This is an optimization exercise on Yosys and OpenROAD, whose aim is small area, not a production implementation. In this exercise RTL edits were held to simulation tests only and were not proved equivalent to the original. No activity file was given, so power comes from the tool's default toggle rates.

<file path="flow/design.v">
module epdl_framer (
    input  wire        clk,
    input  wire        rst_n,
    input  wire        start,
    input  wire [1:0]  kind,
    input  wire        do_begin,
    input  wire        do_shift,
    input  wire        do_end,
    input  wire        pix,         
    input  wire        last_byte,   
    input  wire        spi_big,     
    input  wire [14:0] spi_f,       
    input  wire        idle_req,    
    input  wire        busy_sync,
    output wire [6:0]  byte_idx,
    output wire [2:0]  bit_idx,     
    input  wire        byte_dc,
    output reg         cs_n,
    output reg         dc,
    output wire        sck,
    output wire        done,
    output wire        smp_valid,   
    output wire        smp_begin,   
    output wire        timeout      
);
    localparam [1:0] K_TXN = 2'd0, K_WAIT = 2'd1, K_POLL = 2'd2, K_DELAY = 2'd3;
    localparam [3:0] E_IDLE = 4'd0,
                     E_CSW  = 4'd1,    
                     E_LOAD = 4'd2,    
                     E_LO   = 4'd3,    
                     E_HI   = 4'd4,    
                     E_HOLD = 4'd5,    
                     E_END  = 4'd6,    
                     E_CSH  = 4'd7,    
                     E_POLL = 4'd8,    
                     E_DLY  = 4'd9,    
                     E_DONE = 4'd10;   
    localparam [15:0] ACC0 = 16'd15536;
    reg [3:0]  st;
    reg [15:0] acc;
    reg [9:0]  cnt;
    assign byte_idx = cnt[9:3];
    assign bit_idx  = cnt[2:0];
    assign done     = (st == E_DONE);
    wire timed = (st == E_CSW) || (st == E_LO) || (st == E_HI) || (st == E_HOLD) ||
                 (st == E_CSH) || (st == E_DLY);
    wire dly   = (st == E_DLY);
    wire [15:0] step = dly ? ((kind == K_WAIT) ? 16'd200 : 16'd25) : {spi_f, 1'b0};
    wire [16:0] sum  = {1'b0, acc} + {1'b0, step};
    wire tick = (!dly && spi_big) || sum[16];
    wire st_start = (st == E_IDLE) && start;
    assign smp_begin = st_start && (kind == K_TXN) && do_begin;
    assign smp_valid = smp_begin || (st_start && kind == K_POLL) || (st == E_POLL);
    assign timeout   = dly && tick && (kind == K_WAIT) && (cnt == 10'd400);
    assign sck       = (st == E_HI);
    always @(posedge clk) begin
        acc <= (timed && !tick) ? sum[15:0] : ACC0;
        if (st_start)
            cnt <= {{7{pix && kind == K_TXN}}, 3'd0};
        else if ((st == E_HI && tick) || (st == E_POLL && busy_sync))
            cnt <= cnt + 10'd1;
    end
    always @(posedge clk or negedge rst_n) begin
        if (!rst_n) begin
            st   <= E_IDLE;
            cs_n <= 1'b1;
            dc   <= 1'b1;
        end else begin
            if (idle_req) begin
                cs_n <= 1'b1;
                dc   <= 1'b1;
            end
            case (st)
                E_IDLE: begin
                    if (start) begin
                        case (kind)
                            K_TXN: begin
                                if (do_begin) begin
                                    cs_n <= 1'b0;
                                    st   <= E_CSW;
                                end else if (do_shift)
                                    st <= E_LOAD;
                                else
                                    st <= E_END;
                            end
                            K_WAIT:  st <= E_POLL;
                            K_POLL:  st <= E_DONE;
                            default: st <= E_DLY;
                        endcase
                    end
                end
                E_CSW: begin
                    if (tick) begin
                        if (do_shift)
                            st <= E_LOAD;
                        else if (do_end)
                            st <= E_END;
                        else
                            st <= E_DONE;
                    end
                end
                E_LOAD: begin
                    dc <= byte_dc;
                    st <= E_LO;
                end
                E_LO: if (tick) st <= E_HI;
                E_HI: begin
                    if (tick)
                        st <= (cnt[2:0] == 3'd7) ? E_HOLD : E_LO;
                end
                E_HOLD: begin
                    if (tick) begin
                        if (!last_byte)
                            st <= E_LOAD;
                        else begin
                            dc <= 1'b1;
                            st <= do_end ? E_END : E_DONE;
                        end
                    end
                end
                E_END: begin
                    cs_n <= 1'b1;
                    st   <= E_CSH;
                end
                E_CSH: if (tick) st <= E_DONE;
                E_POLL: st <= busy_sync ? E_DLY : E_DONE;
                E_DLY: begin
                    if (tick)
                        st <= (kind == K_WAIT && cnt != 10'd400) ? E_POLL : E_DONE;
                end
                default: st <= E_IDLE;
            endcase
        end
    end
endmodule
module epdl_core (
    input  wire        clk,
    input  wire        rst_n,
    input  wire        op_valid,
    output wire        op_ready,
    input  wire [63:0] op_word,
    output reg         rsp_valid,
    output reg  [31:0] rsp_word,
    output reg         rsp_refused,
    output wire        cs_n,
    output wire        dc,
    output reg         epd_rst_n,
    output wire        sck,
    output wire        mosi,
    input  wire        busy
);
    localparam [7:0] THRESHOLD = 8'd7;
    localparam [31:0] SPI_HZ_DEFAULT = 32'd25000;
    localparam [7:0] OP_BUS_RESET = 8'h01, OP_BUS_INIT = 8'h02, OP_TXN_START = 8'h03,
                     OP_TXN_END = 8'h04, OP_WCMD = 8'h05, OP_WDATA = 8'h06,
                     OP_WCMD_T = 8'h07, OP_WDATA_T = 8'h08, OP_INIT = 8'h10,
                     OP_ENTER_FULL = 8'h11, OP_ENTER_PARTIAL = 8'h12,
                     OP_DRAW_PIXEL = 8'h13, OP_FILL = 8'h14, OP_UPDATE = 8'h15,
                     OP_UPDATE_PF = 8'h16, OP_IS_BUSY = 8'h17, OP_WAIT_BUSY = 8'h18,
                     OP_SET_ROTATION = 8'h19, OP_GET_PIXEL = 8'h1A, OP_READ_REG = 8'h1B,
                     OP_CLEAR_STATUS = 8'h1C;
    localparam integer F_NO_TXN = 0, F_REENTRANT = 1, F_UNMATCHED_END = 2, F_ROTATION = 3,
                       F_POWER_STATE = 4, F_WAIT_TIMEOUT = 5, F_UPDATE_DROPPED = 6,
                       F_ILLEGAL_OP = 7, F_NOT_INIT = 8, F_HAZ_BUSY = 9,
                       F_TXN_ABANDONED = 10, F_RESTORE = 11;
    localparam [3:0] SQ_PTR = 4'd0, SQ_AREA = 4'd1, SQ_LUTF = 4'd2, SQ_LUTP = 4'd3,
                     SQ_PIX = 4'd4, SQ_PON = 4'd5, SQ_UPDF = 4'd6, SQ_UPDP = 4'd7,
                     SQ_CFG = 4'd8,
                     SQ_R_START = 4'd9,     
                     SQ_R_END   = 4'd10,    
                     SQ_R_C     = 4'd11,    
                     SQ_R_D     = 4'd12,    
                     SQ_R_CT    = 4'd13,    
                     SQ_R_DT    = 4'd14;    
    localparam [1:0] K_TXN = 2'd0, K_WAIT = 2'd1, K_POLL = 2'd2, K_DELAY = 2'd3;
    localparam [3:0] U_FIN = 4'd0, U_TXN = 4'd1, U_WAIT = 4'd2, U_DLY = 4'd3,
                     U_CFGIDLE = 4'd4, U_RSTLO = 4'd5, U_RSTHI = 4'd6, U_NOP = 4'd7,
                     U_JMP = 4'd8, U_CALL = 4'd9, U_RET = 4'd10, U_EM = 4'd11,
                     U_NOTINIT = 4'd12, U_PFCHK = 4'd13, U_PFEND = 4'd14, U_POLL = 4'd15;
    localparam [1:0] C_ALWAYS = 2'd0, C_NOT_INITOP = 2'd1, C_PWRON = 2'd2, C_FULL = 2'd3;
    localparam [5:0] PC_BUS_INIT = 6'd0, PC_BUS_RESET = 6'd1, PC_ENTER_FULL = 6'd10,
                     PC_ENTER_PARTIAL = 6'd12, PC_UPDATE = 6'd14, PC_UPDATE_PF = 6'd16,
                     PC_EM1 = 6'd24, PC_EM0 = 6'd29, PC_DU = 6'd37, PC_WAIT_BUSY = 6'd60,
                     PC_IS_BUSY = 6'd62, PC_DIV = 6'd46;
    function [7:0] lut_full(input [6:0] i);    
        case (i[4:0])
            5'd1:  lut_full = 8'h02; 5'd2:  lut_full = 8'h02; 5'd3:  lut_full = 8'h01;
            5'd4:  lut_full = 8'h11; 5'd5:  lut_full = 8'h12; 5'd6:  lut_full = 8'h12;
            5'd7:  lut_full = 8'h22; 5'd8:  lut_full = 8'h22; 5'd9:  lut_full = 8'h66;
            5'd10: lut_full = 8'h69; 5'd11: lut_full = 8'h69; 5'd12: lut_full = 8'h59;
            5'd13: lut_full = 8'h58; 5'd14: lut_full = 8'h99; 5'd15: lut_full = 8'h99;
            5'd16: lut_full = 8'h88; 5'd21: lut_full = 8'hF8; 5'd22: lut_full = 8'hB4;
            5'd23: lut_full = 8'h13; 5'd24: lut_full = 8'h51; 5'd25: lut_full = 8'h35;
            5'd26: lut_full = 8'h51; 5'd27: lut_full = 8'h51; 5'd28: lut_full = 8'h19;
            5'd29: lut_full = 8'h01;
            default: lut_full = 8'h00;
        endcase
    endfunction
    function [7:0] lut_part(input [6:0] i);    
        case (i[4:0])
            5'd1:  lut_part = 8'h10; 5'd2:  lut_part = 8'h18; 5'd3:  lut_part = 8'h18;
            5'd4:  lut_part = 8'h08; 5'd5:  lut_part = 8'h18; 5'd6:  lut_part = 8'h18;
            5'd7:  lut_part = 8'h08; 5'd21: lut_part = 8'h13; 5'd22: lut_part = 8'h14;
            5'd23: lut_part = 8'h44; 5'd24: lut_part = 8'h12;
            default: lut_part = 8'h00;
        endcase
    endfunction
    function [8:0] cfg_byte(input [3:0] i);    
        case (i)
            4'd0:  cfg_byte = {1'b0, 8'h01};
            4'd1:  cfg_byte = {1'b1, 8'h0F};
            4'd2:  cfg_byte = {1'b1, 8'h00};
            4'd3:  cfg_byte = {1'b1, 8'h00};
            4'd4:  cfg_byte = {1'b0, 8'h0C};
            4'd5:  cfg_byte = {1'b1, 8'hD7};
            4'd6:  cfg_byte = {1'b1, 8'hD6};
            4'd7:  cfg_byte = {1'b1, 8'h9D};
            4'd8:  cfg_byte = {1'b0, 8'h2C};
            4'd9:  cfg_byte = {1'b1, 8'hA8};
            4'd10: cfg_byte = {1'b0, 8'h3A};
            4'd11: cfg_byte = {1'b1, 8'h1A};
            4'd12: cfg_byte = {1'b0, 8'h3B};
            4'd13: cfg_byte = {1'b1, 8'h08};
            4'd14: cfg_byte = {1'b0, 8'h11};
            default: cfg_byte = {1'b1, 8'h03};
        endcase
    endfunction
    localparam [2:0] S_IDLE = 3'd0, S_DEC_R = 3'd1, S_DEC_F = 3'd2, S_DEC_X = 3'd3,
                     S_DIV = 3'd4, S_RUN = 3'd5, S_WAITF0 = 3'd6, S_WAITF = 3'd7;
    localparam [2:0] RK_ZERO = 3'd0, RK_EM = 3'd1, RK_UPD = 3'd2, RK_UPF = 3'd3,
                     RK_WAIT = 3'd4, RK_ISB = 3'd5, RK_PIX = 3'd6, RK_REG = 3'd7;
    reg [2:0]  state;
    reg [5:0]  pc;
    reg [5:0]  pc_nxt;
    reg [5:0]  ret_pc;
    wire [7:0] raw_byte = {ret_pc[4:0], fc, fb, fa};
    reg [2:0]  rk;
    reg        fa, fb, fc;      
    reg [31:0] spi_hz;
    reg [2:0]  count;
    reg        initialized;
    reg        full_mode;
    reg        power_on;
    reg [1:0]  rotation;
    reg [11:0] status;
    reg        busy_last;
    reg        busy_s1, busy_s2;
    reg [1:0]  f_kind;
    reg [3:0]  f_seq;
    reg        f_idle;
    wire [6:0] f_idx;
    wire [2:0] f_bit;
    wire       f_done, f_smp_valid, f_smp_begin, f_timeout;
    wire txn_open = ~cs_n;
    wire accept   = (state == S_IDLE) && op_valid;
    assign op_ready = (state == S_IDLE);
    wire [63:0] w   = op_word;
    wire [7:0]  opc = w[63:56];
    reg legal;
    always @(*) begin
        case (opc)
            OP_BUS_RESET, OP_TXN_START, OP_TXN_END, OP_ENTER_FULL, OP_ENTER_PARTIAL,
            OP_UPDATE, OP_UPDATE_PF, OP_IS_BUSY, OP_WAIT_BUSY:
                legal = (w[55:0] == 56'd0);
            OP_WCMD, OP_WDATA, OP_WCMD_T, OP_WDATA_T, OP_READ_REG, OP_SET_ROTATION:
                legal = (w[55:8] == 48'd0);
            OP_BUS_INIT:
                legal = (w[55:32] == 24'd0);
            OP_INIT:
                legal = (w[55:33] == 23'd0) &&
                        (w[32] ? (w[7:3] == 5'd0 && w[31:16] == 16'd0)
                               : (w[31:0] == 32'd0));
            OP_DRAW_PIXEL:
                legal = (w[55:48] == 8'd0);
            OP_GET_PIXEL:
                legal = (w[55:48] == 8'd0) && (w[15:0] == 16'd0);
            OP_FILL:
                legal = (w[55:16] == 40'd0);
            OP_CLEAR_STATUS:
                legal = (w[55:12] == 44'd0);
            default:
                legal = 1'b0;
        endcase
    end
    wire [15:0] px_x = w[47:32];
    wire [15:0] px_y = w[31:16];
    wire in_range = (px_x[15:5] == 11'd0) && (px_y[15:5] == 11'd0) &&
                    (rotation[0] ? !px_x[4] : !px_y[4]);
    reg [4:0] phys_x;
    reg [3:0] phys_y;
    always @(*) begin
        case (rotation)
            2'd0: begin phys_x = px_x[4:0];  phys_y = px_y[3:0];  end
            2'd1: begin phys_x = ~px_y[4:0]; phys_y = px_x[3:0];  end
            2'd2: begin phys_x = ~px_x[4:0]; phys_y = ~px_y[3:0]; end
            default: begin phys_x = px_y[4:0]; phys_y = ~px_x[3:0]; end
        endcase
    end
    wire [8:0] buf_addr = op_ready ? {phys_y, phys_x} : {f_idx[5:0], f_bit};
    wire       buf_bit;
    wire do_fill = accept && legal && (opc == OP_FILL);
    wire do_draw = accept && legal && (opc == OP_DRAW_PIXEL) && in_range;
    epdl_pixbuf u_buf (
        .clk(clk),
        .fill(do_fill),
        .draw(do_draw),
        .addr(buf_addr),
        .fill_byte(w[7:0]),
        .color(w[15:0] != 16'd0),
        .rd(buf_bit)
    );
    reg       b_dc;
    reg [7:0] b_data;
    reg       b_last;
    reg       b_pix;    
    always @(*) begin
        b_dc   = 1'b1;
        b_data = 8'h00;
        b_pix  = 1'b0;
        case (f_seq)
            SQ_CFG: {b_dc, b_data} = cfg_byte(f_idx[3:0]);
            SQ_AREA: begin
                case (f_idx[2:0])
                    3'd0: begin b_dc = 1'b0; b_data = 8'h44; end
                    3'd2: b_data = 8'h03;
                    3'd3: begin b_dc = 1'b0; b_data = 8'h45; end
                    3'd6: b_data = 8'h0F;
                    default: b_data = 8'h00;
                endcase
            end
            SQ_PTR: begin
                case (f_idx[2:0])
                    3'd0: begin b_dc = 1'b0; b_data = 8'h4E; end
                    3'd2: begin b_dc = 1'b0; b_data = 8'h4F; end
                    default: b_data = 8'h00;
                endcase
            end
            SQ_LUTF: begin
                if (f_idx == 7'd0) begin b_dc = 1'b0; b_data = 8'h32; end
                else b_data = lut_full(f_idx);
            end
            SQ_LUTP: begin
                if (f_idx == 7'd0) begin b_dc = 1'b0; b_data = 8'h32; end
                else b_data = lut_part(f_idx);
            end
            SQ_PON: begin
                case (f_idx[1:0])
                    2'd0: begin b_dc = 1'b0; b_data = 8'h22; end
                    2'd1: b_data = 8'hC0;
                    default: begin b_dc = 1'b0; b_data = 8'h20; end
                endcase
            end
            SQ_UPDF, SQ_UPDP: begin
                case (f_idx[1:0])
                    2'd0: begin b_dc = 1'b0; b_data = 8'h22; end
                    2'd1: b_data = (f_seq == SQ_UPDF) ? 8'hC4 : 8'h04;
                    2'd2: begin b_dc = 1'b0; b_data = 8'h20; end
                    default: begin b_dc = 1'b0; b_data = 8'hFF; end
                endcase
            end
            SQ_PIX: begin
                if (f_idx[6]) begin b_dc = 1'b0; b_data = 8'h24; end
                else b_pix = 1'b1;
            end
            SQ_R_C, SQ_R_CT: begin b_dc = 1'b0; b_data = raw_byte; end
            default: begin b_dc = 1'b1; b_data = raw_byte; end
        endcase
        case (f_seq)
            SQ_CFG:           b_last = (f_idx == 7'd16);
            SQ_AREA:          b_last = (f_idx == 7'd8);
            SQ_PTR:           b_last = (f_idx == 7'd5);
            SQ_LUTF, SQ_LUTP: b_last = (f_idx == 7'd31);
            SQ_PON:           b_last = (f_idx == 7'd3);
            SQ_UPDF, SQ_UPDP: b_last = (f_idx == 7'd4);
            SQ_PIX:           b_last = (f_idx == 7'd64);
            default:          b_last = (f_idx == 7'd1);
        endcase
    end
    assign mosi = b_pix ? buf_bit : b_data[~f_bit];
    wire f_raw   = (f_seq >= SQ_R_START);
    wire f_begin = !f_raw || f_seq == SQ_R_START || f_seq == SQ_R_CT || f_seq == SQ_R_DT;
    wire f_shift = !f_raw || f_seq == SQ_R_C || f_seq == SQ_R_D ||
                   f_seq == SQ_R_CT || f_seq == SQ_R_DT;
    wire f_end   = !f_raw || f_seq == SQ_R_END || f_seq == SQ_R_CT || f_seq == SQ_R_DT;
    reg [31:0] reg_val;
    always @(*) begin
        case ({fc, fb, fa})
            3'd0: reg_val = {14'd0, busy_last, txn_open, 4'd0, status};
            3'd1: reg_val = {16'd0, 5'd0, count, 5'd0, power_on, full_mode, initialized};
            3'd2: reg_val = 32'h1E03_0709;
            3'd3: reg_val = 32'h0010_0020;
            3'd4: reg_val = {30'd0, rotation};
            3'd5: reg_val = spi_hz;
            default: reg_val = 32'd64;
        endcase
    end
    always @(*) begin
        rsp_word = 32'd0;
        case (rk)
            RK_EM:   rsp_word[1:0] = {fb, fa};
            RK_UPD:  rsp_word[1:0] = {fb, 1'b1};
            RK_UPF:  rsp_word[2:0] = {fa, fb, 1'b1};
            RK_WAIT: rsp_word[1:0] = {fb, ~fb};
            RK_ISB:  rsp_word[0]   = busy_last;
            RK_PIX:  begin rsp_word[0] = fa; rsp_word[8] = fb; end
            RK_REG:  rsp_word = reg_val;
            default: rsp_word = 32'd0;
        endcase
    end
    wire [7:0]  uinst;
    epdl_ucode u_ucode (.pc(pc), .uinst(uinst));
    wire [3:0]  u_op  = uinst[7:4];
    wire [3:0]  u_arg = uinst[3:0];
    wire [5:0]  u_jmp = pc + ((u_arg[1:0] == 2'd1) ? 6'd7 : (u_arg[1:0] == 2'd2) ? 6'd2 : 6'd3);
    wire [5:0]  u_sub = (u_arg[1:0] == 2'd0) ? PC_EM1 : (u_arg[1:0] == 2'd1) ? PC_EM0 : PC_DU;
    reg cond;
    always @(*) begin
        case (u_arg[3:2])
            C_NOT_INITOP: cond = !fa;
            C_PWRON:      cond = power_on;
            C_FULL:       cond = full_mode;
            default:      cond = 1'b1;
        endcase
    end
    wire bus_init_go = (w[31:0] != 32'd0);
    always @(posedge clk or negedge rst_n) begin
        if (!rst_n) begin
            state       <= S_IDLE;
            spi_hz      <= SPI_HZ_DEFAULT;
            count       <= 3'd0;
            initialized <= 1'b0;
            full_mode   <= 1'b1;
            power_on    <= 1'b0;
            rotation    <= 2'd0;
            status      <= 12'd0;
            busy_last   <= 1'b1;
            busy_s1     <= 1'b1;
            busy_s2     <= 1'b1;
            epd_rst_n   <= 1'b1;
            rsp_valid   <= 1'b0;
            f_idle      <= 1'b0;
        end else begin
            busy_s1   <= busy;
            busy_s2   <= busy_s1;
            rsp_valid <= 1'b0;
            f_idle    <= 1'b0;
            if (f_smp_valid) begin
                busy_last <= busy_s2;
                if (f_smp_begin && busy_s2)
                    status[F_HAZ_BUSY] <= 1'b1;
            end
            if (f_timeout)
                status[F_WAIT_TIMEOUT] <= 1'b1;
            case (state)
                S_IDLE: begin
                    if (op_valid) begin
                        state <= S_DEC_R;
                        if (!legal)
                            status[F_ILLEGAL_OP] <= 1'b1;
                        else begin
                            case (opc)
                                OP_BUS_RESET: begin
                                    initialized <= 1'b0;
                                    power_on    <= 1'b0;
                                    state       <= S_DEC_X;
                                end
                                OP_BUS_INIT: begin
                                    if (!bus_init_go)
                                        status[F_ILLEGAL_OP] <= 1'b1;
                                    else begin
                                        spi_hz      <= w[31:0];
                                        initialized <= 1'b0;
                                        power_on    <= 1'b0;
                                        if (txn_open)
                                            status[F_TXN_ABANDONED] <= 1'b1;
                                        state <= S_DIV;
                                    end
                                end
                                OP_INIT: begin
                                    initialized <= 1'b0;
                                    power_on    <= w[32] & w[2];
                                    if (w[32]) begin
                                        full_mode <= w[1];
                                        if (w[15:8] > THRESHOLD) begin
                                            status[F_RESTORE] <= 1'b1;
                                            count <= THRESHOLD[2:0];
                                        end else
                                            count <= w[10:8];
                                    end
                                    if (txn_open)
                                        status[F_TXN_ABANDONED] <= 1'b1;
                                    state <= S_DEC_X;
                                end
                                OP_TXN_START, OP_WCMD_T, OP_WDATA_T: begin
                                    if (txn_open)
                                        status[F_REENTRANT] <= 1'b1;
                                    else
                                        state <= S_DEC_F;
                                end
                                OP_TXN_END: begin
                                    if (!txn_open)
                                        status[F_UNMATCHED_END] <= 1'b1;
                                    else
                                        state <= S_DEC_F;
                                end
                                OP_WCMD, OP_WDATA: begin
                                    if (!txn_open)
                                        status[F_NO_TXN] <= 1'b1;
                                    else
                                        state <= S_DEC_F;
                                end
                                OP_ENTER_FULL, OP_ENTER_PARTIAL, OP_UPDATE, OP_UPDATE_PF: begin
                                    if (txn_open)
                                        status[F_REENTRANT] <= 1'b1;
                                    else
                                        state <= S_DEC_X;
                                end
                                OP_IS_BUSY, OP_WAIT_BUSY:
                                    state <= S_DEC_X;
                                OP_SET_ROTATION: begin
                                    if (w[7:0] >= 8'd4)
                                        status[F_ROTATION] <= 1'b1;
                                    else
                                        rotation <= w[1:0];
                                end
                                OP_READ_REG: begin
                                    if (w[7:0] >= 8'd7)
                                        status[F_ILLEGAL_OP] <= 1'b1;
                                end
                                OP_CLEAR_STATUS:
                                    status <= status & ~w[11:0];
                                default: ;
                            endcase
                        end
                    end
                end
                S_DEC_R: begin
                    rsp_valid <= 1'b1;
                    state     <= S_IDLE;
                end
                S_DEC_F: begin
                    state <= S_WAITF0;
                end
                S_DEC_X: state <= S_RUN;
                S_DIV: begin
                    if (pc == 6'd63)
                        state <= S_RUN;
                end
                S_RUN: begin
                    case (u_op)
                        U_FIN: begin
                            rsp_valid <= 1'b1;
                            state     <= S_IDLE;
                        end
                        U_TXN: begin
                            if (u_arg == SQ_PON) begin
                                if (power_on) status[F_POWER_STATE] <= 1'b1;
                                power_on <= 1'b1;
                            end
                            state <= S_WAITF0;
                        end
                        U_WAIT, U_DLY, U_POLL: begin
                            state <= S_WAITF0;
                        end
                        U_CFGIDLE: f_idle <= 1'b1;
                        U_RSTLO:   epd_rst_n <= 1'b0;
                        U_RSTHI:   epd_rst_n <= 1'b1;
                        U_EM: begin
                            if (!(full_mode == u_arg[0] && initialized)) begin
                                initialized <= 1'b1;
                                full_mode   <= u_arg[0];
                            end
                        end
                        U_NOTINIT: begin
                            if (!initialized)
                                status[F_NOT_INIT] <= 1'b1;
                        end
                        U_PFCHK: begin
                            if (count < 3'd6)
                                count <= count + 3'd1;
                        end
                        U_PFEND: count <= 3'd0;
                        default: ;
                    endcase
                end
                S_WAITF0: state <= S_WAITF;
                S_WAITF: begin
                    if (f_done) begin
                        if (f_raw && f_kind == K_TXN) begin
                            rsp_valid <= 1'b1;
                            state     <= S_IDLE;
                        end else
                            state <= S_RUN;
                    end
                end
                default: state <= S_IDLE;
            endcase
        end
    end
    always @(posedge clk) begin
        if (accept) begin
            rsp_refused <= 1'b0;
            rk <= RK_ZERO;
            fa <= 1'b0;
            fb <= 1'b0;
            fc <= 1'b0;
            f_kind <= K_TXN;
            ret_pc[4:0] <= w[7:3];
            if (!legal)
                rsp_refused <= 1'b1;
            else begin
                case (opc)
                    OP_BUS_INIT: begin
                        if (!bus_init_go) rsp_refused <= 1'b1;
                    end
                    OP_INIT: begin
                        fa <= 1'b1;
                    end
                    OP_TXN_START, OP_WCMD_T, OP_WDATA_T: begin
                        if (txn_open) rsp_refused <= 1'b1;
                        {fc, fb, fa} <= w[2:0];
                        f_seq <= (opc == OP_TXN_START) ? SQ_R_START :
                                 (opc == OP_WCMD_T) ? SQ_R_CT : SQ_R_DT;
                    end
                    OP_TXN_END: begin
                        if (!txn_open) rsp_refused <= 1'b1;
                        f_seq <= SQ_R_END;
                    end
                    OP_WCMD, OP_WDATA: begin
                        if (!txn_open) rsp_refused <= 1'b1;
                        {fc, fb, fa} <= w[2:0];
                        f_seq <= (opc == OP_WCMD) ? SQ_R_C : SQ_R_D;
                    end
                    OP_ENTER_FULL, OP_ENTER_PARTIAL, OP_UPDATE, OP_UPDATE_PF: begin
                        if (txn_open) rsp_refused <= 1'b1;
                        else begin
                            case (opc)
                                OP_ENTER_FULL, OP_ENTER_PARTIAL: rk <= RK_EM;
                                OP_UPDATE:                       rk <= RK_UPD;
                                default:                         rk <= RK_UPF;
                            endcase
                        end
                    end
                    OP_IS_BUSY:   rk <= RK_ISB;
                    OP_WAIT_BUSY: rk <= RK_WAIT;
                    OP_GET_PIXEL: begin
                        rk <= RK_PIX;
                        fa <= in_range & buf_bit;
                        fb <= !in_range;
                    end
                    OP_READ_REG: begin
                        if (w[7:0] >= 8'd7) rsp_refused <= 1'b1;
                        else begin
                            rk <= RK_REG;
                            {fc, fb, fa} <= w[2:0];
                        end
                    end
                    default: ;
                endcase
            end
        end else begin
            if (f_timeout)
                fb <= 1'b1;
            if (state == S_RUN) begin
                    case (u_op)
                        U_TXN: begin
                            f_kind <= K_TXN;
                            f_seq  <= u_arg;
                        end
                        U_WAIT:  f_kind <= K_WAIT;
                        U_DLY:   f_kind <= K_DELAY;
                        U_POLL:  f_kind <= K_POLL;
                        U_CALL:  ret_pc <= pc + 6'd1;
                        U_EM: begin
                            if (!(full_mode == u_arg[0] && initialized))
                                fa <= 1'b1;
                        end
                        U_PFCHK: begin
                            if (count >= 3'd6)
                                fa <= 1'b1;
                        end
                        default: ;
                    endcase
            end
        end
    end
    always @(*) begin
        pc_nxt = pc;
        case (state)
            S_IDLE: begin
                case (opc)
                    OP_BUS_RESET:     pc_nxt = PC_BUS_RESET;
                    OP_BUS_INIT:      pc_nxt = PC_DIV;
                    OP_INIT:          pc_nxt = PC_BUS_INIT;
                    OP_ENTER_FULL:    pc_nxt = PC_ENTER_FULL;
                    OP_ENTER_PARTIAL: pc_nxt = PC_ENTER_PARTIAL;
                    OP_UPDATE:        pc_nxt = PC_UPDATE;
                    OP_UPDATE_PF:     pc_nxt = PC_UPDATE_PF;
                    OP_IS_BUSY:       pc_nxt = PC_IS_BUSY;
                    default:          pc_nxt = PC_WAIT_BUSY;
                endcase
            end
            S_DIV: pc_nxt = pc + 6'd1;
            S_RUN: begin
                pc_nxt = pc + 6'd1;
                case (u_op)
                    U_JMP:   if (cond) pc_nxt = u_jmp;
                    U_CALL:  pc_nxt = u_sub;
                    U_RET:   pc_nxt = ret_pc;
                    U_EM:    if (full_mode == u_arg[0] && initialized) pc_nxt = ret_pc;
                    U_PFCHK: if (count < 3'd6) pc_nxt = PC_UPDATE;
                    default: ;
                endcase
            end
            default: ;
        endcase
    end
    always @(posedge clk or negedge rst_n) begin
        if (!rst_n)
            pc <= 6'd0;
        else
            pc <= pc_nxt;
    end
    epdl_framer u_framer (
        .clk(clk),
        .rst_n(rst_n),
        .start(state == S_WAITF0),
        .kind(f_kind),
        .do_begin(f_begin),
        .do_shift(f_shift),
        .do_end(f_end),
        .pix(f_seq == SQ_PIX),
        .last_byte(b_last),
        .spi_big(spi_hz >= 32'd25000),
        .spi_f(spi_hz[14:0]),
        .idle_req(f_idle),
        .busy_sync(busy_s2),
        .byte_idx(f_idx),
        .bit_idx(f_bit),
        .byte_dc(b_dc),
        .cs_n(cs_n),
        .dc(dc),
        .sck(sck),
        .done(f_done),
        .smp_valid(f_smp_valid),
        .smp_begin(f_smp_begin),
        .timeout(f_timeout)
    );
endmodule
module epdl_pixbuf (
    input  wire       clk,
    input  wire       fill,
    input  wire       draw,
    input  wire [8:0] addr,
    input  wire [7:0] fill_byte,
    input  wire       color,
    output wire       rd
);
    reg [511:0] pbuf;
    wire [3:0] ry = addr[8:5];
    wire [4:0] cx = addr[4:0];
    wire [15:0] rowhot = 16'd1 << ry;
    wire [31:0] colhot = 32'd1 << cx;
    wire [31:0] colv;
    wire [31:0] d;
    wire [31:0] colsel = colhot | {32{fill}};
    wire [7:0]  val;
    genvar k;
    generate
        for (k = 0; k < 8; k = k + 1) begin : g_val
            assign val[k] = fill ? fill_byte[7 - k] : color;
        end
    endgenerate
    genvar i, c;
    generate
        for (c = 0; c < 32; c = c + 1) begin : g_col
            wire [15:0] bits;
            for (i = 0; i < 16; i = i + 1) begin : g_r
                assign bits[i] = pbuf[i*32 + c];
            end
            epdl_aor16 u_rd (.a(bits), .s(rowhot), .y(colv[c]));
            assign d[c] = colsel[c] ? val[c % 8] : colv[c];
        end
        for (i = 0; i < 512; i = i + 1) begin : g_bit
            always @(posedge clk)
                if (fill | (draw & rowhot[i / 32]))
                    pbuf[i] <= d[i % 32];
        end
    endgenerate
    assign rd = |(colv & colhot);
endmodule
module epdl_aor16 (input wire [15:0] a, input wire [15:0] s, output wire y);
    wire [5:0] g;
    epdl_aoi222 u_g0 (.a(a[2:0]),   .s(s[2:0]),   .y(g[0]));
    epdl_aoi222 u_g1 (.a(a[5:3]),   .s(s[5:3]),   .y(g[1]));
    epdl_aoi222 u_g2 (.a(a[8:6]),   .s(s[8:6]),   .y(g[2]));
    epdl_aoi222 u_g3 (.a(a[11:9]),  .s(s[11:9]),  .y(g[3]));
    epdl_aoi222 u_g4 (.a(a[14:12]), .s(s[14:12]), .y(g[4]));
    assign g[5] = ~(a[15] & s[15]);
    assign y = ~(g[0] & g[1] & g[2]) | ~(g[3] & g[4] & g[5]);
endmodule
module epdl_aoi222 (input wire [2:0] a, input wire [2:0] s, output wire y);
    assign y = ~((a[0] & s[0]) | (a[1] & s[1]) | (a[2] & s[2]));
endmodule
module epdl_ucode (input wire [5:0] pc, output reg [7:0] uinst);
    localparam [3:0] SQ_PTR = 4'd0, SQ_AREA = 4'd1, SQ_LUTF = 4'd2, SQ_LUTP = 4'd3,
                     SQ_PIX = 4'd4, SQ_PON = 4'd5, SQ_UPDF = 4'd6, SQ_UPDP = 4'd7,
                     SQ_CFG = 4'd8;
    localparam [3:0] U_FIN = 4'd0, U_TXN = 4'd1, U_WAIT = 4'd2, U_DLY = 4'd3,
                     U_CFGIDLE = 4'd4, U_RSTLO = 4'd5, U_RSTHI = 4'd6, U_NOP = 4'd7,
                     U_JMP = 4'd8, U_CALL = 4'd9, U_RET = 4'd10, U_EM = 4'd11,
                     U_NOTINIT = 4'd12, U_PFCHK = 4'd13, U_PFEND = 4'd14, U_POLL = 4'd15;
    localparam [1:0] C_ALWAYS = 2'd0, C_NOT_INITOP = 2'd1, C_PWRON = 2'd2, C_FULL = 2'd3;
    localparam [1:0] J3 = 2'd0, J7 = 2'd1, J2 = 2'd2;
    localparam [3:0] S_EM1 = 4'd0, S_EM0 = 4'd1, S_DU = 4'd2;
    always @(*) begin
        case (pc)
            6'd0:  uinst = {U_CFGIDLE, 4'd0};    
            6'd1:  uinst = {U_RSTLO,   4'd0};    
            6'd2:  uinst = {U_DLY,     4'd0};
            6'd3:  uinst = {U_RSTHI,   4'd0};
            6'd4:  uinst = {U_DLY,     4'd0};
            6'd5:  uinst = {U_NOP,     4'd0};
            6'd6:  uinst = {U_JMP,     C_NOT_INITOP, J3};    
            6'd7:  uinst = {U_TXN,     SQ_CFG};
            6'd8:  uinst = {U_NOP,     4'd0};
            6'd9:  uinst = {U_FIN,     4'd0};
            6'd10: uinst = {U_CALL,    S_EM1};   
            6'd11: uinst = {U_FIN,     4'd0};
            6'd12: uinst = {U_CALL,    S_EM0};   
            6'd13: uinst = {U_FIN,     4'd0};
            6'd14: uinst = {U_CALL,    S_DU};    
            6'd15: uinst = {U_FIN,     4'd0};
            6'd16: uinst = {U_PFCHK,   4'd0};    
            6'd17: uinst = {U_CALL,    S_DU};
            6'd18: uinst = {U_CALL,    S_EM1};
            6'd19: uinst = {U_WAIT,    4'd0};
            6'd20: uinst = {U_CALL,    S_DU};
            6'd21: uinst = {U_CALL,    S_EM0};
            6'd22: uinst = {U_PFEND,   4'd0};
            6'd23: uinst = {U_FIN,     4'd0};
            6'd24: uinst = {U_EM,      4'd1};    
            6'd25: uinst = {U_TXN,     SQ_AREA};
            6'd26: uinst = {U_TXN,     SQ_PTR};
            6'd27: uinst = {U_TXN,     SQ_LUTF};
            6'd28: uinst = {U_JMP,     C_ALWAYS, J3};        
            6'd29: uinst = {U_EM,      4'd0};    
            6'd30: uinst = {U_TXN,     SQ_LUTP};
            6'd31: uinst = {U_TXN,     SQ_PON};
            6'd32: uinst = {U_WAIT,    4'd0};
            6'd33: uinst = {U_JMP,     C_ALWAYS, J3};        
            6'd36: uinst = {U_RET,     4'd0};
            6'd37: uinst = {U_NOP,     4'd0};    
            6'd38: uinst = {U_NOTINIT, 4'd0};
            6'd39: uinst = {U_JMP,     C_PWRON, J3};         
            6'd40: uinst = {U_TXN,     SQ_PON};
            6'd41: uinst = {U_WAIT,    4'd0};
            6'd42: uinst = {U_JMP,     C_FULL, J3};          
            6'd43: uinst = {U_TXN,     SQ_AREA};
            6'd44: uinst = {U_TXN,     SQ_PTR};
            6'd45: uinst = {U_WAIT,    4'd0};
            6'd46: uinst = {U_TXN,     SQ_PIX};
            6'd47: uinst = {U_JMP,     C_FULL, J7};          
            6'd48: uinst = {U_TXN,     SQ_UPDP};
            6'd49: uinst = {U_TXN,     SQ_AREA};
            6'd50: uinst = {U_TXN,     SQ_PTR};
            6'd51: uinst = {U_WAIT,    4'd0};
            6'd52: uinst = {U_TXN,     SQ_PIX};
            6'd53: uinst = {U_JMP,     C_ALWAYS, J2};        
            6'd54: uinst = {U_TXN,     SQ_UPDF};
            6'd55: uinst = {U_WAIT,    4'd0};
            6'd56: uinst = {U_JMP,     C_ALWAYS, J3};        
            6'd59: uinst = {U_RET,     4'd0};
            6'd60: uinst = {U_WAIT,    4'd0};    
            6'd61: uinst = {U_FIN,     4'd0};
            6'd62: uinst = {U_POLL,    4'd0};    
            default: uinst = {U_FIN,   4'd0};
        endcase
    end
endmodule
</file>
<file path="flow/flow/run.sh">
#!/bin/bash
# The standard layout (the standard.sh: standard synthesis unchanged,
# then ORFS floorplan .. finish), with three changes to how the layout is
# built:
#  - after the floorplan, every logic gate is replaced by the smallest cell
#    of the same function (flow/downsize.tcl); the later repair steps size
#    cells up again where slew, capacitance or timing need it;
#  - the port buffers are the smallest buffer cell;
#  - clock tree synthesis uses the clustering of config.mk and adds no
#    dummy loads.
# The standard flow's whole output is in standard.log here; ORFS's own
# per-step logs are under orfs/logs/.
set -euo pipefail
here=$(pwd)
export POST_FLOORPLAN_TCL="$here/flow/downsize.tcl"
export BUFFER_PORTS_ARGS="-buffer_cell sky130_fd_sc_hd__buf_1"
export CTS_ARGS="-sink_clustering_enable -repair_clock_nets -sink_clustering_size 19 -sink_clustering_max_diameter 68 -buf_list sky130_fd_sc_hd__clkbuf_8 -dont_use_dummy_load"
bash standard.sh > standard.log 2>&1
</file>
<file path="flow/flow/downsize.tcl">
# Replace each logic gate by the smallest cell of the same function
# (same name up to the drive-strength suffix). Registers, buffers and
# special cells are left alone. Later repair steps resize where needed.
set ds_map {
  sky130_fd_sc_hd__a2111o_2 sky130_fd_sc_hd__a2111o_1
  sky130_fd_sc_hd__a2111o_4 sky130_fd_sc_hd__a2111o_1
  sky130_fd_sc_hd__a2111oi_1 sky130_fd_sc_hd__a2111oi_0
  sky130_fd_sc_hd__a2111oi_2 sky130_fd_sc_hd__a2111oi_0
  sky130_fd_sc_hd__a2111oi_4 sky130_fd_sc_hd__a2111oi_0
  sky130_fd_sc_hd__a211o_2 sky130_fd_sc_hd__a211o_1
  sky130_fd_sc_hd__a211o_4 sky130_fd_sc_hd__a211o_1
  sky130_fd_sc_hd__a211oi_2 sky130_fd_sc_hd__a211oi_1
  sky130_fd_sc_hd__a211oi_4 sky130_fd_sc_hd__a211oi_1
  sky130_fd_sc_hd__a21bo_4 sky130_fd_sc_hd__a21bo_1
  sky130_fd_sc_hd__a21boi_2 sky130_fd_sc_hd__a21boi_0
  sky130_fd_sc_hd__a21boi_4 sky130_fd_sc_hd__a21boi_0
  sky130_fd_sc_hd__a21o_2 sky130_fd_sc_hd__a21o_1
  sky130_fd_sc_hd__a21o_4 sky130_fd_sc_hd__a21o_1
  sky130_fd_sc_hd__a21oi_2 sky130_fd_sc_hd__a21oi_1
  sky130_fd_sc_hd__a21oi_4 sky130_fd_sc_hd__a21oi_1
  sky130_fd_sc_hd__a221o_2 sky130_fd_sc_hd__a221o_1
  sky130_fd_sc_hd__a221o_4 sky130_fd_sc_hd__a221o_1
  sky130_fd_sc_hd__a221oi_2 sky130_fd_sc_hd__a221oi_1
  sky130_fd_sc_hd__a221oi_4 sky130_fd_sc_hd__a221oi_1
  sky130_fd_sc_hd__a22o_2 sky130_fd_sc_hd__a22o_1
  sky130_fd_sc_hd__a22o_4 sky130_fd_sc_hd__a22o_1
  sky130_fd_sc_hd__a22oi_2 sky130_fd_sc_hd__a22oi_1
  sky130_fd_sc_hd__a22oi_4 sky130_fd_sc_hd__a22oi_1
  sky130_fd_sc_hd__a2bb2o_2 sky130_fd_sc_hd__a2bb2o_1
  sky130_fd_sc_hd__a2bb2o_4 sky130_fd_sc_hd__a2bb2o_1
  sky130_fd_sc_hd__a2bb2oi_2 sky130_fd_sc_hd__a2bb2oi_1
  sky130_fd_sc_hd__a2bb2oi_4 sky130_fd_sc_hd__a2bb2oi_1
  sky130_fd_sc_hd__a311o_2 sky130_fd_sc_hd__a311o_1
  sky130_fd_sc_hd__a311o_4 sky130_fd_sc_hd__a311o_1
  sky130_fd_sc_hd__a311oi_2 sky130_fd_sc_hd__a311oi_1
  sky130_fd_sc_hd__a311oi_4 sky130_fd_sc_hd__a311oi_1
  sky130_fd_sc_hd__a31o_4 sky130_fd_sc_hd__a31o_1
  sky130_fd_sc_hd__a31oi_2 sky130_fd_sc_hd__a31oi_1
  sky130_fd_sc_hd__a31oi_4 sky130_fd_sc_hd__a31oi_1
  sky130_fd_sc_hd__a32o_2 sky130_fd_sc_hd__a32o_1
  sky130_fd_sc_hd__a32o_4 sky130_fd_sc_hd__a32o_1
  sky130_fd_sc_hd__a32oi_2 sky130_fd_sc_hd__a32oi_1
  sky130_fd_sc_hd__a32oi_4 sky130_fd_sc_hd__a32oi_1
  sky130_fd_sc_hd__a41o_2 sky130_fd_sc_hd__a41o_1
  sky130_fd_sc_hd__a41o_4 sky130_fd_sc_hd__a41o_1
  sky130_fd_sc_hd__a41oi_2 sky130_fd_sc_hd__a41oi_1
  sky130_fd_sc_hd__a41oi_4 sky130_fd_sc_hd__a41oi_1
  sky130_fd_sc_hd__and2_2 sky130_fd_sc_hd__and2_0
  sky130_fd_sc_hd__and2_4 sky130_fd_sc_hd__and2_0
  sky130_fd_sc_hd__and2b_2 sky130_fd_sc_hd__and2b_1
  sky130_fd_sc_hd__and2b_4 sky130_fd_sc_hd__and2b_1
  sky130_fd_sc_hd__and3_2 sky130_fd_sc_hd__and3_1
  sky130_fd_sc_hd__and3_4 sky130_fd_sc_hd__and3_1
  sky130_fd_sc_hd__and3b_2 sky130_fd_sc_hd__and3b_1
  sky130_fd_sc_hd__and3b_4 sky130_fd_sc_hd__and3b_1
  sky130_fd_sc_hd__and4_2 sky130_fd_sc_hd__and4_1
  sky130_fd_sc_hd__and4_4 sky130_fd_sc_hd__and4_1
  sky130_fd_sc_hd__and4b_2 sky130_fd_sc_hd__and4b_1
  sky130_fd_sc_hd__and4b_4 sky130_fd_sc_hd__and4b_1
  sky130_fd_sc_hd__and4bb_4 sky130_fd_sc_hd__and4bb_1
  sky130_fd_sc_hd__fa_2 sky130_fd_sc_hd__fa_1
  sky130_fd_sc_hd__fa_4 sky130_fd_sc_hd__fa_1
  sky130_fd_sc_hd__ha_2 sky130_fd_sc_hd__ha_1
  sky130_fd_sc_hd__ha_4 sky130_fd_sc_hd__ha_1
  sky130_fd_sc_hd__inv_4 sky130_fd_sc_hd__inv_1
  sky130_fd_sc_hd__inv_6 sky130_fd_sc_hd__inv_1
  sky130_fd_sc_hd__inv_8 sky130_fd_sc_hd__inv_1
  sky130_fd_sc_hd__inv_12 sky130_fd_sc_hd__inv_1
  sky130_fd_sc_hd__inv_16 sky130_fd_sc_hd__inv_1
  sky130_fd_sc_hd__maj3_2 sky130_fd_sc_hd__maj3_1
  sky130_fd_sc_hd__maj3_4 sky130_fd_sc_hd__maj3_1
  sky130_fd_sc_hd__mux2_4 sky130_fd_sc_hd__mux2_1
  sky130_fd_sc_hd__mux2_8 sky130_fd_sc_hd__mux2_1
  sky130_fd_sc_hd__mux2i_2 sky130_fd_sc_hd__mux2i_1
  sky130_fd_sc_hd__mux2i_4 sky130_fd_sc_hd__mux2i_1
  sky130_fd_sc_hd__mux4_4 sky130_fd_sc_hd__mux4_2
  sky130_fd_sc_hd__mux4_1 sky130_fd_sc_hd__mux4_2
  sky130_fd_sc_hd__nand2_2 sky130_fd_sc_hd__nand2_1
  sky130_fd_sc_hd__nand2_4 sky130_fd_sc_hd__nand2_1
  sky130_fd_sc_hd__nand2_8 sky130_fd_sc_hd__nand2_1
  sky130_fd_sc_hd__nand2b_2 sky130_fd_sc_hd__nand2b_1
  sky130_fd_sc_hd__nand2b_4 sky130_fd_sc_hd__nand2b_1
  sky130_fd_sc_hd__nand3_2 sky130_fd_sc_hd__nand3_1
  sky130_fd_sc_hd__nand3_4 sky130_fd_sc_hd__nand3_1
  sky130_fd_sc_hd__nand3b_2 sky130_fd_sc_hd__nand3b_1
  sky130_fd_sc_hd__nand3b_4 sky130_fd_sc_hd__nand3b_1
  sky130_fd_sc_hd__nand4_2 sky130_fd_sc_hd__nand4_1
  sky130_fd_sc_hd__nand4_4 sky130_fd_sc_hd__nand4_1
  sky130_fd_sc_hd__nand4b_2 sky130_fd_sc_hd__nand4b_1
  sky130_fd_sc_hd__nand4b_4 sky130_fd_sc_hd__nand4b_1
  sky130_fd_sc_hd__nand4bb_2 sky130_fd_sc_hd__nand4bb_1
  sky130_fd_sc_hd__nand4bb_4 sky130_fd_sc_hd__nand4bb_1
  sky130_fd_sc_hd__nor2_2 sky130_fd_sc_hd__nor2_1
  sky130_fd_sc_hd__nor2_4 sky130_fd_sc_hd__nor2_1
  sky130_fd_sc_hd__nor2_8 sky130_fd_sc_hd__nor2_1
  sky130_fd_sc_hd__nor2b_2 sky130_fd_sc_hd__nor2b_1
  sky130_fd_sc_hd__nor2b_4 sky130_fd_sc_hd__nor2b_1
  sky130_fd_sc_hd__nor3_2 sky130_fd_sc_hd__nor3_1
  sky130_fd_sc_hd__nor3_4 sky130_fd_sc_hd__nor3_1
  sky130_fd_sc_hd__nor3b_2 sky130_fd_sc_hd__nor3b_1
  sky130_fd_sc_hd__nor3b_4 sky130_fd_sc_hd__nor3b_1
  sky130_fd_sc_hd__nor4_2 sky130_fd_sc_hd__nor4_1
  sky130_fd_sc_hd__nor4_4 sky130_fd_sc_hd__nor4_1
  sky130_fd_sc_hd__nor4b_2 sky130_fd_sc_hd__nor4b_1
  sky130_fd_sc_hd__nor4b_4 sky130_fd_sc_hd__nor4b_1
  sky130_fd_sc_hd__nor4bb_2 sky130_fd_sc_hd__nor4bb_1
  sky130_fd_sc_hd__nor4bb_4 sky130_fd_sc_hd__nor4bb_1
  sky130_fd_sc_hd__o2111a_2 sky130_fd_sc_hd__o2111a_1
  sky130_fd_sc_hd__o2111a_4 sky130_fd_sc_hd__o2111a_1
  sky130_fd_sc_hd__o2111ai_2 sky130_fd_sc_hd__o2111ai_1
  sky130_fd_sc_hd__o2111ai_4 sky130_fd_sc_hd__o2111ai_1
  sky130_fd_sc_hd__o211a_4 sky130_fd_sc_hd__o211a_1
  sky130_fd_sc_hd__o211ai_2 sky130_fd_sc_hd__o211ai_1
  sky130_fd_sc_hd__o211ai_4 sky130_fd_sc_hd__o211ai_1
  sky130_fd_sc_hd__o21a_2 sky130_fd_sc_hd__o21a_1
  sky130_fd_sc_hd__o21a_4 sky130_fd_sc_hd__o21a_1
  sky130_fd_sc_hd__o21ai_2 sky130_fd_sc_hd__o21ai_0
  sky130_fd_sc_hd__o21ai_4 sky130_fd_sc_hd__o21ai_0
  sky130_fd_sc_hd__o21ba_4 sky130_fd_sc_hd__o21ba_1
  sky130_fd_sc_hd__o21bai_2 sky130_fd_sc_hd__o21bai_1
  sky130_fd_sc_hd__o21bai_4 sky130_fd_sc_hd__o21bai_1
  sky130_fd_sc_hd__o221a_4 sky130_fd_sc_hd__o221a_1
  sky130_fd_sc_hd__o221ai_2 sky130_fd_sc_hd__o221ai_1
  sky130_fd_sc_hd__o221ai_4 sky130_fd_sc_hd__o221ai_1
  sky130_fd_sc_hd__o22a_2 sky130_fd_sc_hd__o22a_1
  sky130_fd_sc_hd__o22a_4 sky130_fd_sc_hd__o22a_1
  sky130_fd_sc_hd__o22ai_2 sky130_fd_sc_hd__o22ai_1
  sky130_fd_sc_hd__o22ai_4 sky130_fd_sc_hd__o22ai_1
  sky130_fd_sc_hd__o2bb2a_2 sky130_fd_sc_hd__o2bb2a_1
  sky130_fd_sc_hd__o2bb2a_4 sky130_fd_sc_hd__o2bb2a_1
  sky130_fd_sc_hd__o2bb2ai_2 sky130_fd_sc_hd__o2bb2ai_1
  sky130_fd_sc_hd__o2bb2ai_4 sky130_fd_sc_hd__o2bb2ai_1
  sky130_fd_sc_hd__o311a_2 sky130_fd_sc_hd__o311a_1
  sky130_fd_sc_hd__o311a_4 sky130_fd_sc_hd__o311a_1
  sky130_fd_sc_hd__o311ai_2 sky130_fd_sc_hd__o311ai_0
  sky130_fd_sc_hd__o311ai_4 sky130_fd_sc_hd__o311ai_0
  sky130_fd_sc_hd__o31a_2 sky130_fd_sc_hd__o31a_1
  sky130_fd_sc_hd__o31a_4 sky130_fd_sc_hd__o31a_1
  sky130_fd_sc_hd__o31ai_2 sky130_fd_sc_hd__o31ai_1
  sky130_fd_sc_hd__o31ai_4 sky130_fd_sc_hd__o31ai_1
  sky130_fd_sc_hd__o32a_2 sky130_fd_sc_hd__o32a_1
  sky130_fd_sc_hd__o32a_4 sky130_fd_sc_hd__o32a_1
  sky130_fd_sc_hd__o32ai_2 sky130_fd_sc_hd__o32ai_1
  sky130_fd_sc_hd__o32ai_4 sky130_fd_sc_hd__o32ai_1
  sky130_fd_sc_hd__o41a_2 sky130_fd_sc_hd__o41a_1
  sky130_fd_sc_hd__o41a_4 sky130_fd_sc_hd__o41a_1
  sky130_fd_sc_hd__o41ai_2 sky130_fd_sc_hd__o41ai_1
  sky130_fd_sc_hd__o41ai_4 sky130_fd_sc_hd__o41ai_1
  sky130_fd_sc_hd__or2_4 sky130_fd_sc_hd__or2_0
  sky130_fd_sc_hd__or2b_2 sky130_fd_sc_hd__or2b_1
  sky130_fd_sc_hd__or2b_4 sky130_fd_sc_hd__or2b_1
  sky130_fd_sc_hd__or3_2 sky130_fd_sc_hd__or3_1
  sky130_fd_sc_hd__or3_4 sky130_fd_sc_hd__or3_1
  sky130_fd_sc_hd__or3b_4 sky130_fd_sc_hd__or3b_1
  sky130_fd_sc_hd__or4_2 sky130_fd_sc_hd__or4_1
  sky130_fd_sc_hd__or4_4 sky130_fd_sc_hd__or4_1
  sky130_fd_sc_hd__or4b_4 sky130_fd_sc_hd__or4b_1
  sky130_fd_sc_hd__or4bb_2 sky130_fd_sc_hd__or4bb_1
  sky130_fd_sc_hd__or4bb_4 sky130_fd_sc_hd__or4bb_1
  sky130_fd_sc_hd__sedfxbp_2 sky130_fd_sc_hd__sedfxbp_1
  sky130_fd_sc_hd__sedfxtp_2 sky130_fd_sc_hd__sedfxtp_1
  sky130_fd_sc_hd__sedfxtp_4 sky130_fd_sc_hd__sedfxtp_1
  sky130_fd_sc_hd__xnor2_2 sky130_fd_sc_hd__xnor2_1
  sky130_fd_sc_hd__xnor2_4 sky130_fd_sc_hd__xnor2_1
  sky130_fd_sc_hd__xnor3_2 sky130_fd_sc_hd__xnor3_1
  sky130_fd_sc_hd__xnor3_4 sky130_fd_sc_hd__xnor3_1
  sky130_fd_sc_hd__xor2_2 sky130_fd_sc_hd__xor2_1
  sky130_fd_sc_hd__xor2_4 sky130_fd_sc_hd__xor2_1
  sky130_fd_sc_hd__xor3_2 sky130_fd_sc_hd__xor3_1
  sky130_fd_sc_hd__xor3_4 sky130_fd_sc_hd__xor3_1
}
set ds_n 0
foreach inst [get_cells *] {
  set master [get_property $inst ref_name]
  if {[dict exists $ds_map $master]} {
    replace_cell [get_property $inst full_name] [dict get $ds_map $master]
    incr ds_n
  }
}
puts "downsize: replaced $ds_n cells"
</file>
<file path="flow/standard.sh">
#!/bin/bash
# synth_recipe.tcl (not shown) runs the flow's synth.tcl, then flattens the netlist and writes it again
# the make line also repeats each setting of config.mk as NAME=value (left out here)
make -C /OpenROAD-flow-scripts/flow DESIGN_CONFIG=/design/flow/config.mk WORK_HOME=/design/flow/orfs CLKGATE_MAP_FILE= SYNTH_SCRIPT=/design/flow/synth_recipe.tcl "${@:-finish}"
</file>
<file path="flow/config.mk">
export PLATFORM = sky130hd
export DESIGN_NAME = epdl_core
export DESIGN_NICKNAME = epdl_core
export VERILOG_FILES = /design/flow/design.v
export SDC_FILE = /design/flow/constraint.sdc
export NUM_CORES = 4
export LEC_CHECK = 0
export CAP_MARGIN = 20
export CORE_MARGIN = 2
export CORE_UTILIZATION = 65
export CTS_BUF_LIST = sky130_fd_sc_hd__clkbuf_8
export CTS_CLUSTER_DIAMETER = 68
export CTS_CLUSTER_SIZE = 19
export SLEW_MARGIN = 20
export SYNTH_HIERARCHICAL = 1
</file>
<file path="flow/constraint.sdc">
create_clock -name core_clock -period 10.0 [get_ports {clk}]
set_input_delay 2.0000 -clock core_clock [delete_from_list [all_inputs] [get_ports {clk}]]
set_output_delay 2.0000 -clock core_clock [all_outputs]
set_load 0.01 [all_outputs]
</file>
==> results of run 1 <==
metal layers:
| metal | part of all wire | routed length (um) | track usage | vias up |
|---|---|---|---|---|
| met1 | 0.38 | 33000 | 0.486 | 10900 |
| met5 | 0.00025 | 22 | 0 | - |
| li1 | - | - | - | 9738 |
| met3 | 0.10 | 9140 | 0.0649 | 308 |
| met2 | 0.47 | 41000 | 0.586 | 1560 |
| met4 | 0.053 | 4640 | 0.186 | 4 |
worst reg2reg max path, cell delays in order (launching register included):
cell,delay [ns]
dfrtp_1,0.61
or3_1,0.46
buf_4,0.23
o21ai_0,0.39
nand2b_1,0.68
nor2_4,0.33
buf_4,0.32
a222oi_1,0.28
and3_1,0.22
nand4_1,0.16
mux2_1,0.35
a2bb2oi_1,0.14
o22ai_1,0.12
nor4_1,0.71
o311ai_1,0.43
a31o_2,0.34
a21oi_1,0.11
o21ai_0,0.08
report_power, final:
group	switching, mW	total [mW]	internal, mW	leakage (nW)
Sequential	0.182	3.98	3.79	5.90
Combinational	2.39	3.41	1.02	4.47
Clock	0.757	1.15	0.395	0.316
Total	3.33	8.54	5.21	10.7
Yosys stat by module (local to each module, per instance):
module       times used  area, sq um
epdl_framer           1         2440
epdl_aoi222         160         10.0
epdl_aor16           32         16.3
epdl_pixbuf           1        16700
epdl_ucode            1          761
epdl_core             1         7890
final timing paths:
path                       slack, ns  cells past startpoint        end
setup reg to reg                3.78                     17         fa
hold reg to reg                 0.36                      0    busy_s2
min in group asynchronous       1.51                      1  status[0]
max in group asynchronous       7.77                      1      pc[2]
setup / recovery                0.84                     18       mosi
hold / removal                  0.36                      0    busy_s2
state kept, by name, indices dropped and copies added (netlist names), 3 cells and up:
name / count
u_buf.pbuf: 512
spi_hz: 32
u_framer.acc: 16
status: 12
u_framer.cnt: 10
pc: 6
ret_pc: 6
f_seq: 4
u_framer.st: 4
count: 3
rk: 3
state: 3
metrics by stage:
stage / setup WS, ns / utilization
after floorplan: 2.12 / -
after global placement: 1.41 / 0.683
after detailed placement: 1.19 / 0.684
after CTS: 1.19 / 0.697
after global routing: 0.835 / 0.699
final: 0.842 / 0.699
cells in the mapped netlist (30+ instances only):
cell type  instances  area share
a31oi_1           30      0.0063
nand2_1          188       0.024
edfxtp_1         536        0.54
inv_1             55      0.0069
nand3_1           52      0.0087
mux2_4            31       0.016
a21oi_1          130       0.022
and3_1            47      0.0098
and2_1            35      0.0073
mux2i_1           58       0.019
nor2_1           138       0.017
a222oi_1         160       0.053
nand2b_1          37      0.0077
clkbuf_1          81       0.010
dfrtp_1           60       0.050
ha_1              47       0.020
nor3_1            48      0.0080
nand4_1           50       0.010
o21ai_0          108       0.018
area by class of cell:
type	instances	area [sq um]
clock buffer	44	606
multi-input combinational	1576	11000
inverter	60	225
tap	600	751
timing repair buffer	170	878
fill	3274	13700
sequential	630	18400
logic make-up after synthesis:
group,synth area share
muxes,0.0432
AOI/OAI and AO/OA,0.162
buffers and inverters,0.0248
and+or+nand+nor,0.126
adders and majority gates,0.0203
DFF,0.613
xor gates and xnor gates,0.0114
placed cells by master (no fill, tap or decap), drive strengths merged, types with 20 or more instances in the layout:
master  synthesis  routed
dfrtp          60      60
mux2           43      43
edfxtp        536     536
and2           35      35
a211oi         20      20
nand4          50      50
ha             47      47
xor2           20      20
a222oi        160     160
o21ai         120     120
inv            57      57
nand2         189     189
a21oi         131     131
dfxtp          21      21
mux2i          58      58
nor2          139     139
a31oi          30      30
buf            30     167
and3           47      47
nor3           51      51
nor2b          27      27
nand3          53      53
clkbuf         81      47
nor4           25      25
nand2b         39      39
==> results.toml, run 1 <==
[outcome]
status = "timing/DRC/antenna clean"

[worst_setup_path]
cp.arrival_ns = 7.16
crit_type = "primary input to output port"
cp_top_family = "simple AND/OR/NAND/NOR gates"
cp_slowest_stage_delay_ns = 0.71
critPathMaxFanout = 22
required_ns = 8.00
critPathCaptureType = "output port"
r2r-start = "state[0]"
path_cells = "buf_1 > mux2i_1 > xor2_1 > o21ai_0 > nand2b_1 > nor2_4 > buf_4 > a222oi_1 > and3_1 > nand4_1 > mux2_1 > a2bb2oi_1 > o22ai_1 > nor4_1 > o311ai_1 > inv_1 > a2bb2oi_1 > buf_1"
crit_start = "op_word[34]"
slowest_stage = "nor4_1"
critPathLaunchType = "primary input"
path_buf_inv = 4

[power]
p_per_area_mw_per_mm2 = 269
p_leak_nw = 10.7
irDropWorstVdd_mv = 0.196
p_total_mw = 8.54

[sta]
slew_headroom = 0.222
min_period_ns = 9.16
report.final.slew_viol_count = 0
setup_tns_ns = 0
worstMarginPinSlew_ns = 1.16
timing_hold_violations_final = 0
finalClockSkew_ns = 0.126
finalSetupViolCount = 0
rsz0062_at_grt = "no"
fmax_mhz = 109
whs_ns = 0.363
finalCritPeriodShare = 0.916

[clocking]
numCtsBuffers = 44
htree_levels = 2
cts.sinks = 630
cts_tree = "done"
insertion_delay_ns = 0.69
cts_resized = 0
clk_path_buf_depth = 3
cts_root_buf = "clkbuf_8"
cts_setup_buffers = 0
clk_pin_slew_ns = 0.07
cts.hold.buffers_added = 0

[detailed_routing]
drcViolationCount = 0
drt_iter0_markers = 4147
num_vias = 22500
drt_pass1_iterations = 10
wire_per_inst_um = 28.5
viasPerCell = 7.32
wl_mm = 87.9
postRouteAntennaNets = 0

[cells_and_area]
antenna_cells = 0
fin_nets = 2598
stdcell_count = 3080
area_growth_syn_to_layout_pct = 6.04
drive_gt1_frac = 0.0823
design_area_sq_mm = 0.0318

[floorplan]
fp.coreArea_sq_mm = 0.0455
num_rows = 78
die_h_um = 219
dieArea_sq_mm = 0.0478
die_w_um = 219
initial_core_util = 0.659
boundaryPins = 108

[yosys]
synth_flop_cell = "edfxtp_1"
synth-seq-cells = 630
synth_edf_count = 536
seq_area_frac_synth = 0.613
syn_nets = 2493
yosys_warnings = 10
async_flop_share = 0.116
syn_area_sq_mm = 0.0300
syn_avg_cell_area_sq_um = 12.6
synthCells = 2377
yosys.cell_types.count = 103

[place]
io_buffer_count = 107
place_area_sq_mm = 0.0311
place_hpwl_mm = 56.4
dp_cells = 3033
gp_congestion = 0.984

[grt]
track_usage = 0.366
grt_pass1_wl_mm = 132
grt_pass1_vias = 21700
grt_max_degree = 74
antenna_found_initial = 3
grt_overflow = 0

[job]
maxCapViolations = 0

[min_path]
min_from = "busy_s1"
worstHoldPathType = "register to register"
==> run 2: changes to the inputs <==
--- a/flow/config.mk
+++ b/flow/config.mk
@@ -6,5 +6,5 @@
 export NUM_CORES = 4
 export LEC_CHECK = 0
-export CAP_MARGIN = 20
+export CAP_MARGIN = 10
 export CORE_MARGIN = 2
 export CORE_UTILIZATION = 65
@@ -12,4 +12,4 @@
 export CTS_CLUSTER_DIAMETER = 68
 export CTS_CLUSTER_SIZE = 19
-export SLEW_MARGIN = 20
+export SLEW_MARGIN = 10
 export SYNTH_HIERARCHICAL = 1
==> run 2 against run 1 <==
Compared with the run above: synthesized cell count stayed put; critical endpoint unchanged; still clean on timing, DRC and antenna; largest cell class unchanged; global-route usage is 0.23 points lower; total power shrank 0.84%.
==> results.toml, run 2 <==
[yosys]
yosysMostFrequentCell = "edfxtp_1"
yosys-top-cells-count = "edfxtp_1, nand2_1, a222oi_1"
synth_top_area_frac = 0.537
syn_nets = 2493
yosys_warnings = 10
synth_area_leaders = "edfxtp_1, a222oi_1, dfrtp_1, nand2_1, a21oi_1"
synth_edf_count = 536
synth_flop_cell = "edfxtp_1"
yosys.area.top_type = "edfxtp_1"
synthCells = 2377
syn_avg_cell_area_sq_um = 12.6
yosys.cell_types.count = 103
seq_area_frac_synth = 0.613
synth-seq-cells = 630
async_flop_share = 0.116
syn_area_sq_mm = 0.0300

[clocking]
cts.hold.buffers_added = 0
numCtsBuffers = 43
clk_path_buf_depth = 3
htree_levels = 2
cts.sinks = 630
cts_tree = "done"
cts_root_buf = "clkbuf_8"
insertion_delay_ns = 0.68
cts_setup_buffers = 0
cts_resized = 0
clk_pin_slew_ns = 0.07

[cells_and_area]
largest_register_ffs = 512
drive_gt1_frac = 0.0755
fin_nets = 2594
fin_util = 0.697
layout_common_cells = "edfxtp_1, nand2_1, a222oi_1"
regMostFlops = "u_buf.pbuf"
area_growth_syn_to_layout_pct = 5.76
design_area_sq_mm = 0.0317
top_regs = "u_buf.pbuf: 512 flops, spi_hz: 32 flops, u_framer.acc: 16 flops"
antenna_cells = 0
layout_commonest_cell = "edfxtp_1"

[floorplan]
initial_core_util = 0.659
fp.coreArea_sq_mm = 0.0455
dieArea_sq_mm = 0.0478
boundaryPins = 108
die_w_um = 219
num_rows = 78
die_h_um = 219

[worst_setup_path]
critPathLaunchType = "primary input"
cp.arrival_ns = 7.10
critPathCaptureType = "output port"
crit_type = "primary input to output port"
critPathMaxFanout = 32
required_ns = 8.00

[sta]
min_period_ns = 9.10
whs_ns = 0.363
setup_tns_ns = 0
finalCritPeriodShare = 0.910
timing_hold_violations_final = 0
rsz0062_at_grt = "no"
report.final.slew_viol_count = 0
worst_slack_ns = 0.898
finalClockSkew_ns = 0.0817
finalSetupViolCount = 0
fmax_mhz = 110
slew_headroom = 0.182
worstMarginPinSlew_ns = 1.23

[power]
p_sw_mw = 3.29
comb_power_share = 0.394
irDropWorstVdd_mv = 0.191
seqPwrFrac = 0.471
p_per_area_mw_per_mm2 = 267
p_sw_frac = 0.389
clkPwrFrac = 0.135
intPower_mw = 5.17
p_leak_nw = 10.7

[grt]
grt_pass1_vias = 21700
grt_overflow = 0
antenna_found_initial = 0
grt_max_degree = 74
grt_pass1_wl_mm = 131
track_usage = 0.364

[place]
place_hpwl_mm = 56.2
place_area_sq_mm = 0.0311
gp_congestion = 0.984
place_ws_ns = 1.22
io_buffer_count = 107

[detailed_routing]
drcViolationCount = 0
drt_iter0_markers = 4253
viasPerCell = 7.33
postRouteAntennaNets = 0
num_vias = 22500
wl_mm = 87.5
wire_per_inst_um = 28.4
drt_pass1_iterations = 10

[job]
maxCapViolations = 0

[outcome]
status = "timing/DRC/antenna clean"

[min_path]
worstHoldPathType = "register to register"
run 2: cell counts after synthesis:
Identical to the previous run, type by type.
run 2: worst max-delay path, stage by stage:
cell and delay (ns):
buf_1 0.26, mux2i_1 0.16, xor2_1 0.18, o21ai_0 0.35, nand2b_1 0.72, nor2_4 0.42, a222oi_1 0.46, and3_1 0.22
nand4_1 0.13, mux2_2 0.31, a22oi_1 0.21, o22ai_1 0.12, nor4_1 0.69, o311ai_1 0.43, inv_1 0.17, a2bb2oi_1 0.10
buf_1 0.15
run 2: cells by family after synthesis:
kind of cell             synth area share
buffers and inverters              0.0248
AO/OA/AOI/OAI                       0.162
AND/OR/NAND/NOR                     0.126
flip-flops                          0.613
adder cells (fa/ha/maj)            0.0203
multiplexers                       0.0432
XOR/XNOR                           0.0114
run 2: metal layers:
metal  up-vias  wire length [um]  GRT usage
met4         0              4840      0.183
met3       318              9620     0.0717
li1       9720                 -          -
met2      1578             40800      0.578
met5         -                 0          0
met1     10900             32200      0.482
run 2: worst paths after layout:
kind | start | to | slack [ns] | cells after the start
min reg2reg | busy_s1 | busy_s2 | 0.36 | 0
max | op_word[17] | mosi | 0.90 | 17
min | busy_s1 | busy_s2 | 0.36 | 0
max in group asynchronous | rst_n | pc[2] | 7.68 | 1
min in group asynchronous | rst_n | spi_hz[11] | 1.56 | 1
max reg2reg | state[0] | fa | 3.83 | 16
run 2: stage by stage:
step                      cells  total power [mW]
after floorplan            2377              6.16
after global placement     3032              7.13
after detailed placement   3032              7.26
after CTS                  3075              8.36
after global routing       3076              8.83
final                      3076              8.46
run 2: layout make-up:
type / count / area (sq um)
repair buffers: 167 / 856
multi-input cells: 1576 / 10900
well taps: 600 / 751
clock buffers: 43 / 592
flip-flops and latches: 630 / 18400
fillers: 3242 / 13800
inverters: 60 / 225
run 2: Yosys stat by module, one instance, submodules excluded:
module / flip-flops and latches / copies in the design / cell area [sq um] / cells
epdl_ucode: 0 / 1 / 761 / 104
epdl_core: 86 / 1 / 7890 / 990
epdl_framer: 32 / 1 / 2440 / 286
epdl_aoi222: 0 / 160 / 10.0 / 1
epdl_aor16: 0 / 32 / 16.3 / 3
epdl_pixbuf: 512 / 1 / 16700 / 741
run 2: power by group through the flow:
stage / combinational [mW] / clock (mW) / sequential (mW)
CTS: 3.23 / 1.15 / 3.98
global placement: 3.09 / 0 / 4.03
global route: 3.59 / 1.24 / 4.01
finish: 3.34 / 1.14 / 3.99
detailed placement: 3.22 / 0 / 4.04
floorplan: 2.26 / 0 / 3.90

port drivers added, routing unchanged:
Ports are ideal in the flow. The routed layouts listed here were re-timed in OpenROAD.
Step 1 assumes that a clkbuf_16 drives the clock port and a buf_2 every other input.
Step 2, shift: input delay + t, output delay - t, t = (earliest + latest rising clock arrival at the registers) / 2. This alone moves slack from input paths to output paths.
Slacks: no drivers / after step 1 / after step 2; pairs: no drivers / after step 1.
run	t (ns)	setup WS [ns]	slew at the worst register clock pin (ns)	worst slew at a driven data input, ns	pins driven straight from the clock port
run 1	0.688	0.842 / 0.818 / 0.818	0.12 / 0.12	0.04	1
run 2	0.680	0.898 / 0.867 / 0.867	0.12 / 0.12	0.04	1
After both steps setup and hold are still met in every run listed. The setup slack of run 2, which loses most, moves by -0.031 ns with the drivers and by -0.031 ns with both steps.
